Context: an optimization exercise on an open-source flow, tuned for small area. The choices shown serve that exercise and are no tape-out recipe. Function was checked by simulation only, so behaviour that the tests miss may differ from the original. No activity file was given, so power comes from the tool's default toggle rates.

Design vedirect_decoder, start of the top module:
module vedirect_decoder (
    input  wire         clk,
    input  wire         rst,             
    input  wire         in_valid,
    input  wire [7:0]   in_byte,
    output wire         in_ready,
    output reg          out_valid,
    output wire         out_kind,        
    output wire [3:0]   out_nfields,     
    output wire [5:0]   out_hex_len,     
    output wire [255:0] out_hex,         
    input  wire [3:0]   rd_idx,          
    output reg  [63:0]  rd_label,
    output reg  [3:0]   rd_label_len,
    output reg  [127:0] rd_value,
    output reg  [4:0]   rd_value_len,
    output wire         dbg_drop,
    output reg  [3:0]   dbg_cause
);
    localparam ML = 8;    
    localparam MV = 16;   
    localparam MF = 12;   
    localparam MH = 32;   
    localparam [7:0] TAB        = 8'h09;
    localparam [7:0] LF         = 8'h0A;
    localparam [7:0] CR         = 8'h0D;
    localparam [7:0] HEX_MARKER = 8'h3A;
    localparam [7:0] HEX_TERM   = 8'h0A;
    localparam [7:0] HEX_CK     = 8'h55;
    localparam [7:0] CK_SEED    = 8'h00;
    localparam [63:0] CK_LABEL  = 64'h6D75_736B_6365_6843;
    localparam [1:0] S_IDLE = 2'd0, S_LABEL = 2'd1, S_VALUE = 2'd2, S_HEX = 2'd3;
    localparam [3:0] C_NONE          = 4'h0,
                     C_TERM_IN_LABEL = 4'h1,
                     C_LABEL_OVF     = 4'h2,
                     C_BAD_IN_VALUE  = 4'h3,
                     C_VALUE_OVF     = 4'h4,
                     C_CR_WITHOUT_LF = 4'h5,
                     C_CK_TOO_LONG   = 4'h6,
                     C_RECORD_OVF    = 4'h7,
                     C_CK_MISMATCH   = 4'h8,
                     C_HEX_INVALID   = 4'h9,
  ...
==> flow/config.mk <==
export PLATFORM = sky130hd
export DESIGN_NAME = vedirect_decoder
export DESIGN_NICKNAME = vedirect_decoder
export VERILOG_FILES = /design/flow/design.v
export SDC_FILE = /design/flow/constraint.sdc
export NUM_CORES = 4
export LEC_CHECK = 0
export CAP_MARGIN = 20
export CORE_MARGIN = 2
export CORE_UTILIZATION = 40
export SETUP_SLACK_MARGIN = 0.3
export SLEW_MARGIN = 20
==> flow/constraint.sdc <==
create_clock -name core_clock -period 10.0 [get_ports {clk}]
set_input_delay 2.0000 -clock core_clock [delete_from_list [all_inputs] [get_ports {clk}]]
set_output_delay 2.0000 -clock core_clock [all_outputs]
set_load 0.01 [all_outputs]
standard.sh (not shown) runs the stock make flow with config.mk's settings and CLKGATE_MAP_FILE= SYNTH_SCRIPT=/design/flow/synth_recipe.tcl, a recipe that flattens the netlist after the stock synthesis.
==> flow/flow/run.sh <==
#!/bin/bash
# Standard ORFS flow (standard.sh), with two layout options changed:
#  - input/output port buffers use the smallest buffer cell;
#  - CTS clusters up to 8 sinks on clkbuf_4 and inserts no dummy loads.
export BUFFER_PORTS_ARGS="-buffer_cell sky130_fd_sc_hd__buf_1"
export CTS_ARGS="-sink_clustering_enable -repair_clock_nets -dont_use_dummy_load -sink_clustering_size 8 -sink_clustering_max_diameter 30 -buf_list {sky130_fd_sc_hd__clkbuf_4}"
bash standard.sh > standard.log 2>&1
==> next run, changes <==
--- a/flow/design.v
+++ b/flow/design.v
@@ -1,16 +1,16 @@
 module vedirect_decoder (
     input  wire         clk,
     input  wire         rst,             
     input  wire         in_valid,
     input  wire [7:0]   in_byte,
     output wire         in_ready,
     output reg          out_valid,
-    output wire         out_kind,        
+    output reg          out_kind,        
     output wire [3:0]   out_nfields,     
     output wire [5:0]   out_hex_len,     
     output wire [255:0] out_hex,         
     input  wire [3:0]   rd_idx,          
     output reg  [63:0]  rd_label,
     output reg  [3:0]   rd_label_len,
     output reg  [127:0] rd_value,
     output reg  [4:0]   rd_value_len,
@@ -52,17 +52,16 @@
     reg             f;        
     reg             newf;     
     reg [MF*ML*8-1:0] lab;    
     reg [VB-1:0]      val;    
     assign out_nfields = rec_n;
     assign out_hex_len = pos;
     assign out_hex     = val[MH*8-1:0];
     assign dbg_drop    = |dbg_cause;
-    assign out_kind    = !f;
     wire [7:0] b = in_byte;
     wire b_print  = (b >= 8'h20) && (b <= 8'h7E);
     wire b_digit  = (b >= 8'h30) && (b <= 8'h39);
     wire b_upper  = (b >= 8'h41) && (b <= 8'h46);
     wire b_lower  = (b >= 8'h61) && (b <= 8'h66);
     wire b_hexdig = b_digit || b_upper || b_lower;
     wire [3:0] b_hexval = b_digit ? b[3:0] : (b[3:0] + 4'd9);
     wire [7:0] hex_add  = pos[0] ? {4'h0, b_hexval} : {b_hexval, 4'h0};
@@ -190,30 +189,32 @@
                             f <= 1'b1;
                         else
                             cause = C_CK_TOO_LONG;
                     end else if (is_lf) begin
                         if (m == {MF{1'b0}}) begin
                             cause = C_RECORD_OVF;
                         end else if (acc == 8'h00) begin
                             out_valid <= 1'b1;
+                            out_kind  <= 1'b0;
                             rec_n     <= rec_n + 4'd1;
                             st        <= S_IDLE;
                         end else begin
                             cause = C_CK_MISMATCH;
                         end
                     end else begin
                         cause = C_CR_WITHOUT_LF;
                     end
                 end
             end
             S_HEX: begin
                 if (b == HEX_TERM) begin
                     if (hex_valid) begin
                         out_valid <= 1'b1;
+                        out_kind  <= 1'b1;
                         st        <= S_IDLE;
                     end else begin
                         cause = C_HEX_INVALID;
                     end
                 end else if (b == HEX_MARKER) begin
                     cause = C_HEX_RESTART;
                     pos <= 6'd0;
                     f   <= 1'b0;
What happened:
- The new run went through all stages and came out clean
- wire length goes up by roughly a tenth
- sequential cell count came out higher by 1
- total power hardly moves
- area after synthesis is higher slightly
- sequential share of layout area goes down by 0.50 points
- setup slack is worse by 59 ps
- via count climbs by a few percent
- global-route usage is higher by 2.9 points
- die area increases slightly
- hold slack gains 3.0 ps
- non-clock buffer count rose by 23

## separate check: timing with driven ports
How much do the figures lean on ideal ports? The routed layouts below were timed once more, with nothing changed but the port constraints. Step 1 assumes that a clkbuf_16 drives the clock port and a buf_2 every other input. Step 2 moves the port delays by t, midway between the first and last clock arrival at a register: inputs arrive t later, outputs are due t later. That takes back most of the time a late clock gives input paths. Slacks: ideal / step 1 / step 2; pairs: ideal / step 1.
run | t, ns | setup WS [ns] | clock arrival spread, ns | slew at the worst register clock pin (ns) | worst slew at a driven data input, ns
the first run | 1.507 | 1.026 / 0.994 / 0.994 | 0.250 / 0.250 | 0.09 / 0.09 | 0.19
the second run | 1.537 | 0.967 / 0.943 / 0.943 | 0.283 / 0.284 | 0.10 / 0.10 | 0.09
After both steps setup and hold are still met in every run listed. The setup slack of the first run, which loses most, moves by -0.032 ns with the drivers and by -0.032 ns with both steps.
